From an optimization exercise on the open Yosys and OpenROAD flow, aimed at small area, a short achievable clock period and few clock cycles per item; shortcuts taken in it are not production practice.
At most, simulation tests tie the RTL to the original design; equivalence was not proved.
Power is estimated from default activity; no workload was simulated.

==> quartz <==
## dither_core
module dither_core #(
    parameter ACC_CELLS = 24
) (
    input  wire        clk,
    input  wire        rst,           
    input  wire        start,
    input  wire [1:0]  mode,
    input  wire [3:0]  fmt,
    input  wire [15:0] org_x,
    input  wire [15:0] org_y,
    input  wire [15:0] tile_w,
    input  wire [15:0] tile_h,
    output wire        busy,
    input  wire        pix_valid,
    output wire        pix_ready,
    input  wire [7:0]  pix_b0,
    input  wire [7:0]  pix_b1,
    output reg         out_valid,
    input  wire        out_ready,
    output reg         out_dark
);
==> flow/config.mk <==
export PLATFORM = sky130hd
export DESIGN_NAME = dither_core
export DESIGN_NICKNAME = dither_core
export VERILOG_FILES = /design/flow/design.v
export SDC_FILE = /design/flow/constraint.sdc
export NUM_CORES = 4
export LEC_CHECK = 0
export CAP_MARGIN = 20
export CORE_MARGIN = 2
export CORE_UTILIZATION = 40
export SLEW_MARGIN = 20
==> flow/constraint.sdc <==
create_clock -name core_clock -period 35.0 [get_ports {clk}]
set_input_delay 7.0000 -clock core_clock [delete_from_list [all_inputs] [get_ports {clk}]]
set_output_delay 7.0000 -clock core_clock [all_outputs]
set_load 0.01 [all_outputs]
standard.sh (not shown) runs the stock make flow with config.mk's settings and CLKGATE_MAP_FILE= SYNTH_SCRIPT=/design/flow/synth_recipe.tcl, a recipe that flattens the netlist after the stock synthesis.
==> flow/flow/run.sh <==
#!/bin/bash
# Standard synthesis, then the standard layout with two changes: the port
# buffers are plain buffers rather than the default delay-cell buffers, and
# repair_timing aims for a setup margin so the paths are sized for speed.
set -euo pipefail
MARGIN=$(cat flow/margin.txt)
bash standard.sh synth > synth.log 2>&1
bash standard.sh "BUFFER_PORTS_ARGS=-buffer_cell sky130_fd_sc_hd__buf_2" \
    "SETUP_SLACK_MARGIN=$MARGIN" finish > layout.log 2>&1
==> flow/flow/margin.txt <==
26.8
==> inputs of pepper, as changes to quartz <==
==> flow/run.sh (new file) <==
#!/bin/bash
# synth_recipe.tcl (not shown) runs the flow's synth.tcl, then flattens the netlist and writes it again
# the make line also repeats each setting of config.mk as NAME=value (left out here)
make -C /OpenROAD-flow-scripts/flow DESIGN_CONFIG=/design/flow/config.mk WORK_HOME=/design/flow/orfs CLKGATE_MAP_FILE= SYNTH_SCRIPT=/design/flow/synth_recipe.tcl finish
removed: flow/flow/run.sh
removed: flow/flow/margin.txt
removed: flow/standard.sh
==> impl_results.md <==
- Result of the run: finished clean
- Kind of cell adding the most delay to the critical path: flip-flops
- Total met2 wirelength after detailed routing: 32500 um
- Growth of design area from synthesis to finish: 10.7%
- Worst reg2reg endpoint: dk_r
- GR Util met3: 2.77%
- Multi-input logic area: 0.0140 mm2
- Total length of routed wires: 70300 um
-- figures above: quartz

==> impl_results.md <==
- Total length of routed wires: 70200 um
- Kind of cell adding the most delay to the critical path: buffers and inverters
- Result of the run: finished clean
- GR Util met3: 3.16%
- Growth of design area from synthesis to finish: 12.0%
- Worst reg2reg endpoint: H1[7]
- Multi-input logic area: 0.0140 mm2
-- figures above: pepper

Testbench counts of quartz, summed over its fixed seeds: cycles 29,690, pixels 27,820.
Testbench counts of pepper, summed over its fixed seeds: cycles 29,690, pixels 27,820.

==> inputs of run P <==
dither_core, a different RTL version from the one above (not shown whole).
==> flow/config.mk <==
export PLATFORM = sky130hd
export DESIGN_NAME = dither_core
export DESIGN_NICKNAME = dither_core
export VERILOG_FILES = /design/flow/design.v
export SDC_FILE = /design/flow/constraint.sdc
export NUM_CORES = 4
export LEC_CHECK = 0
export CAP_MARGIN = 20
export CORE_MARGIN = 2
export CORE_UTILIZATION = 60
export SLEW_MARGIN = 20
==> flow/constraint.sdc <==
create_clock -name core_clock -period 35.0 [get_ports {clk}]
set_input_delay 7.0000 -clock core_clock [delete_from_list [all_inputs] [get_ports {clk}]]
set_output_delay 7.0000 -clock core_clock [all_outputs]
set_load 0.01 [all_outputs]
==> flow/flow/run.sh <==
#!/bin/bash
# Standard synthesis, then the standard layout with these changes: the
# port buffers are plain buffers rather than the default delay-cell buffers,
# repair_timing aims for a setup margin (flow/margin.txt) so the paths are
# sized for speed, and the clock tree is built with the options in
# flow/cts_args.txt (no dummy loads, smaller buffers).
set -euo pipefail
MARGIN=$(cat flow/margin.txt)
CTS=$(cat flow/cts_args.txt)
bash standard.sh synth > synth.log 2>&1
bash standard.sh "BUFFER_PORTS_ARGS=-buffer_cell sky130_fd_sc_hd__buf_2" \
    "SETUP_SLACK_MARGIN=$MARGIN" "CTS_ARGS=$CTS" finish > layout.log 2>&1
==> flow/flow/cts_args.txt <==
-sink_clustering_enable -repair_clock_nets -dont_use_dummy_load
==> flow/flow/margin.txt <==
27.0
==> inputs of run A, as changes to run P <==
--- a/flow/design.v
+++ b/flow/design.v
@@ -126,17 +126,17 @@
     reg [1:0]  gap;              
     assign busy      = busy_o;
     assign pix_ready = prdy_o;
     wire take = pix_valid && prdy_r;
     wire [1:0] algo_c = (mode_r[1] && (w_r > (mode_r[0] ? 16'd20 : 16'd22))) ? 2'd0 : mode_r;
-    wire       narrow = algo_c[1] && (w_r < 16'd5);
-    wire [2:0] pad    = 3'd5 - w_r[2:0];       
+    wire [2:0] wmin   = algo_c[0] ? 3'd5 : 3'd3;   
+    wire       narrow = algo_c[1] && (w_r < {13'd0, wmin});
+    wire [2:0] pad    = wmin - w_r[2:0];       
     reg  [1:0] algo;
     reg        narrow_r, short;
-    reg  [4:0] sel1;
-    reg  [3:0] sel2;
-    wire [4:0] dl = w_r[4:0] - 5'd5;
+    reg        fs3, fs4;                       
+    reg  [4:0] tap;                            
     wire       ed     = algo[1];
     wire       st     = algo[0];
     wire rowend = (colrem == 16'd1);
     reg        l_v;
     reg [7:0]  L_r;
@@ -147,18 +147,12 @@
     reg  signed [7:0] H0, H1, XW0, XW1, XW2;
     reg  signed [6:0] XW3, XW4;
     reg  signed [5:0] YW0, YW1, YW2;
     reg  signed [4:0] YW3;
     reg  signed [2:0] YW4;
-    reg  [8*8-1:0]    D1a;             
-    reg  [8*4-1:0]    D1b;
-    reg  [8*2-1:0]    D1c, D1d;
-    reg  [7:0]        D1e;
-    reg  [6*8-1:0]    D2a;             
-    reg  [6*4-1:0]    D2b;
-    reg  [6*2-1:0]    D2c;
-    reg  [5:0]        D2d;
+    reg  [8*17-1:0]   D1;              
+    reg  [6*15-1:0]   D2;              
     reg  [2:0]        dcnt;            
     wire dummy = (dcnt != 3'd0);
     wire step  = ed && (l_v || dummy);
     wire signed [9:0] s = $signed({2'b00, L_r}) + H0;
     wire [7:0] cor = s[9] ? 8'd0 : s[8] ? 8'd255 : s[7:0];
@@ -177,25 +171,26 @@
     wire dark = ed ? ed_dark : dk_r;
     wire [8*12-1:0] kc;
     genvar g;
     generate
         for (g = 0; g < 12; g = g + 1) begin : slot
-            assign kc[8*g +: 8] = (l_v && slot_ok(f_c1, f_c2, f_m1, f_m2, g)) ?
-                                  pick(kcode(st, g), k1, k2, k3, k4, k5, k6, k7) : 8'd0;
+            wire [8*3-1:0] cand;         
+            genvar h;
+            for (h = 0; h < 3; h = h + 1) begin : sh
+                if (g + h < 12 && (h == 0 || g > 0))
+                    assign cand[8*h +: 8] = slot_ok(f_c1, f_c2, f_m1, f_m2, g + h) ?
+                        pick(kcode(st, g + h), k1, k2, k3, k4, k5, k6, k7) : 8'd0;
+                else
+                    assign cand[8*h +: 8] = 8'd0;
+            end
+            assign kc[8*g +: 8] = !l_v ? 8'd0 :
+                                  (st || g == 0) ? cand[7:0] :
+                                  fs3 ? cand[23:16] : fs4 ? cand[15:8] : cand[7:0];
         end
     endgenerate
-    wire [7:0] d1a = sel1[4] ? D1a[8*7 +: 8] : XW0;
-    wire [7:0] d1b = sel1[3] ? D1b[8*3 +: 8] : d1a;
-    wire [7:0] d1c = sel1[2] ? D1c[8*1 +: 8] : d1b;
-    wire [7:0] d1d = sel1[1] ? D1d[8*1 +: 8] : d1c;
-    wire [7:0] d1e = sel1[0] ? D1e : d1d;
-    wire [5:0] d2a = sel2[3] ? D2a[6*7 +: 6] : YW0;
-    wire [5:0] d2b = sel2[2] ? D2b[6*3 +: 6] : d2a;
-    wire [5:0] d2c = sel2[1] ? D2c[6*1 +: 6] : d2b;
-    wire [5:0] d2d = sel2[0] ? D2d : d2c;
-    wire signed [7:0] d1t = f_fresh ? 8'sd0 : $signed(d1e);
-    wire signed [5:0] d2t = (f_fresh || !st) ? 6'sd0 : $signed(d2d);
+    wire signed [7:0] d1t = f_fresh ? 8'sd0 : $signed(D1[8*tap +: 8]);
+    wire signed [5:0] d2t = (f_fresh || !st) ? 6'sd0 : $signed(D2[6*tap +: 6]);
     wire signed [7:0] src1 = short ? XW0 : d1t;
     wire signed [6:0] src2 = short ? YW0 : d2t;
     reg  v0, d0;                      
     reg  v1, v2, v3, d1, d2, d3;      
     wire drain = v0 && out_ready;
@@ -256,13 +251,14 @@
         out_dark  <= rst ? 1'b0 : (l_v && !q0v) ? dark : q0d;
         b0_r <= pix_b0;
         b1_r <= pix_b1;
         algo     <= algo_c;
         narrow_r <= narrow;
+        fs3      <= (w_r < 16'd4);
+        fs4      <= (w_r == 16'd4);
         short    <= (w_r < 16'd6);             
-        sel1     <= (dl >= 5'd16) ? {4'b1111, dl[0]} : {dl[3:1], 1'b0, dl[0]};
-        sel2     <= dl[3:0];
+        tap      <= w_r[4:0] - 5'd6;
         L_r     <= L;
         dk_r    <= (algo == 2'd0) ? !L[7] : (L < thr);
         f_m1    <= !rowend;              
         f_m2    <= (colrem > 16'd2);     
         f_c1    <= (cs != 2'd0);         
@@ -320,18 +316,11 @@
                 YW0 <= YW1 + $signed(kc[56 +: 8]);
                 YW1 <= YW2 + $signed(kc[64 +: 8]);
                 YW2 <= YW3 + $signed(kc[72 +: 8]);
                 YW3 <= YW4 + $signed(kc[80 +: 8]);
                 YW4 <= $signed(kc[88 +: 8]);
-                D1a <= {D1a[8*7-1:0], XW0};
-                D1b <= {D1b[8*3-1:0], d1a};
-                D1c <= {D1c[7:0], d1b};
-                D1d <= {D1d[7:0], d1c};
-                D1e <= d1d;
-                D2a <= {D2a[6*7-1:0], YW0};
-                D2b <= {D2b[6*3-1:0], d2a};
-                D2c <= {D2c[5:0], d2b};
-                D2d <= d2c;
+                D1  <= {D1[8*16-1:0], XW0};
+                D2  <= {D2[6*14-1:0], YW0};
             end
         end
     end
 endmodule
==> flow/flow/run.sh (replaced) <==
#!/bin/bash
# Standard synthesis, then the standard layout with two changes: the port
# buffers are plain buffers rather than the default delay-cell buffers, and
# repair_timing aims for a setup margin so the paths are sized for speed.
set -euo pipefail
MARGIN=$(cat flow/margin.txt)
bash standard.sh synth > synth.log 2>&1
bash standard.sh "BUFFER_PORTS_ARGS=-buffer_cell sky130_fd_sc_hd__buf_2" \
    "SETUP_SLACK_MARGIN=$MARGIN" finish > layout.log 2>&1
==> flow/flow/margin.txt (replaced) <==
26.9
removed: flow/flow/cts_args.txt
==> inputs of run E, as changes to run P <==
--- a/flow/design.v
+++ b/flow/design.v
@@ -45,23 +45,14 @@
             s = tr + tg + tb;
             luma = (f == 4'd1 || f == 4'd2) ? s[15:8] : b0;
         end
     endfunction
     function [5:0] bayer(input [2:0] row, input [2:0] col);
-        reg [47:0] r;
+        reg [2:0] d;
         begin
-            case (row)
-                3'd0: r = {6'd42, 6'd10, 6'd34, 6'd2,  6'd40, 6'd8,  6'd32, 6'd0 };
-                3'd1: r = {6'd26, 6'd58, 6'd18, 6'd50, 6'd24, 6'd56, 6'd16, 6'd48};
-                3'd2: r = {6'd38, 6'd6,  6'd46, 6'd14, 6'd36, 6'd4,  6'd44, 6'd12};
-                3'd3: r = {6'd22, 6'd54, 6'd30, 6'd62, 6'd20, 6'd52, 6'd28, 6'd60};
-                3'd4: r = {6'd41, 6'd9,  6'd33, 6'd1,  6'd43, 6'd11, 6'd35, 6'd3 };
-                3'd5: r = {6'd25, 6'd57, 6'd17, 6'd49, 6'd27, 6'd59, 6'd19, 6'd51};
-                3'd6: r = {6'd37, 6'd5,  6'd45, 6'd13, 6'd39, 6'd7,  6'd47, 6'd15};
-                default: r = {6'd21, 6'd53, 6'd29, 6'd61, 6'd23, 6'd55, 6'd31, 6'd63};
-            endcase
-            bayer = r[col*6 +: 6];
+            d = row ^ col;
+            bayer = {d[0], row[0], d[1], row[1], d[2], row[2]};
         end
     endfunction
     function [2:0] kcode(input st, input integer p);
         integer dy, dx;
         begin
==> flow/flow/cts_args.txt (replaced) <==
-sink_clustering_enable -repair_clock_nets -dont_use_dummy_load -buf_list {sky130_fd_sc_hd__clkbuf_16} -sink_clustering_size 30 -sink_clustering_max_diameter 80
--- a/flow/config.mk
+++ b/flow/config.mk
@@ -5,7 +5,7 @@
 export SDC_FILE = /design/flow/constraint.sdc
 export NUM_CORES = 4
 export LEC_CHECK = 0
 export CAP_MARGIN = 20
 export CORE_MARGIN = 2
-export CORE_UTILIZATION = 60
+export CORE_UTILIZATION = 68
 export SLEW_MARGIN = 20
==> comparison table <==
|  | run A | run E | run P |
|---|---|---|---|
| Cell area after placement | 28,100 sq um | 26,800 sq um | 27,200 sq um |
| Inserted tap cell count | 600 | 511 | 592 |
| Synthesized-area fraction occupied by xor and xnor cells | 4.33% | 4.65% | 3.95% |
| Sequential cell area in the final layout | 11,700 sq um | 11,700 sq um | 11,700 sq um |
| Detail Route met2 WL | 35,700 um | 30,600 um | 31,800 um |
| Setup WS pre-CTS | 26.51 ns | 26.69 ns | 26.69 ns |
| Run status | no timing/DRC/antenna violations | no timing/DRC/antenna violations | no timing/DRC/antenna violations |
| Most common cell in the synthesized netlist | sky130_fd_sc_hd__nand2_1 | sky130_fd_sc_hd__nand2_1 | sky130_fd_sc_hd__edfxtp_1 |
| Arrival time worst endpoint | 1.01 ns | 1.03 ns | 1.00 ns |
| Post-CTS sizing | 7 | 4 | 8 |
| Largest net degree at the start of global routing | 136 | 138 | 145 |
| Worst-skew pair later-pin latency | 0.60 ns | 0.60 ns | 0.58 ns |
| Number of global-route vias before repair | 21,000 | 19,800 | 20,100 |
| Count of multi-input gates | 2,060 | 1,977 | 2,033 |
| Routed wire length | 75,000 um | 66,800 um | 68,800 um |
| Clk pwr share | 34.0% | 22.1% | 30.0% |
| Total routing resource utilization after global routing | 31.5% | 33.4% | 29.6% |
| Iter 0 DRT Violations | 2,160 | 2,143 | 1,959 |
| Critical Path Source | busy_o | out_valid | out_valid |
| CP max stage delay | 0.31 ns | 0.33 ns | 0.32 ns |
Testbench counts of run A, summed over its fixed seeds: cycles 29,447, pixels 27,820.
Testbench counts of run E, summed over its fixed seeds: cycles 29,690, pixels 27,820.
No functional check of the RTL was part of run P.

separate check: timing with driven ports:
No port has a modelled driver above. Below, the same layouts with a new extraction and two added sets of constraints. Step 1 sets driving cells, clkbuf_16 on the clock port and buf_2 on the other inputs (assumed; they add their load-dependent delay and slew). Step 2 adds t to the input delays and takes it off the output delays; t is the mean of the earliest and latest rising clock arrival at the registers after step 1. Input paths then give back, and output paths get back, about the clock's delay inside the block. Slacks: no drivers / after step 1 / after step 2; pairs: no drivers / after step 1.
| run | shift t [ns] | setup slack, ns | worst setup path after step 2 | worst slew at a driven data input, ns |
|---|---|---|---|---|
| quartz | 0.659 | 26.853 / 26.786 / 26.616 | input to register | 0.06 |
| pepper | 0.661 | 26.089 / 26.024 / 26.198 | input to register | 0.06 |
| run P | 0.601 | 26.999 / 26.940 / 26.720 | input to register | 0.05 |
| run A | 0.647 | 26.985 / 26.924 / 26.601 | input to register | 0.07 |
| run E | 0.617 | 26.971 / 26.911 / 26.657 | input to register | 0.05 |
After both steps setup and hold are still met in every run listed. For run A, which loses most, drivers alone change the setup slack by -0.061 ns; drivers and shift together by -0.384 ns.
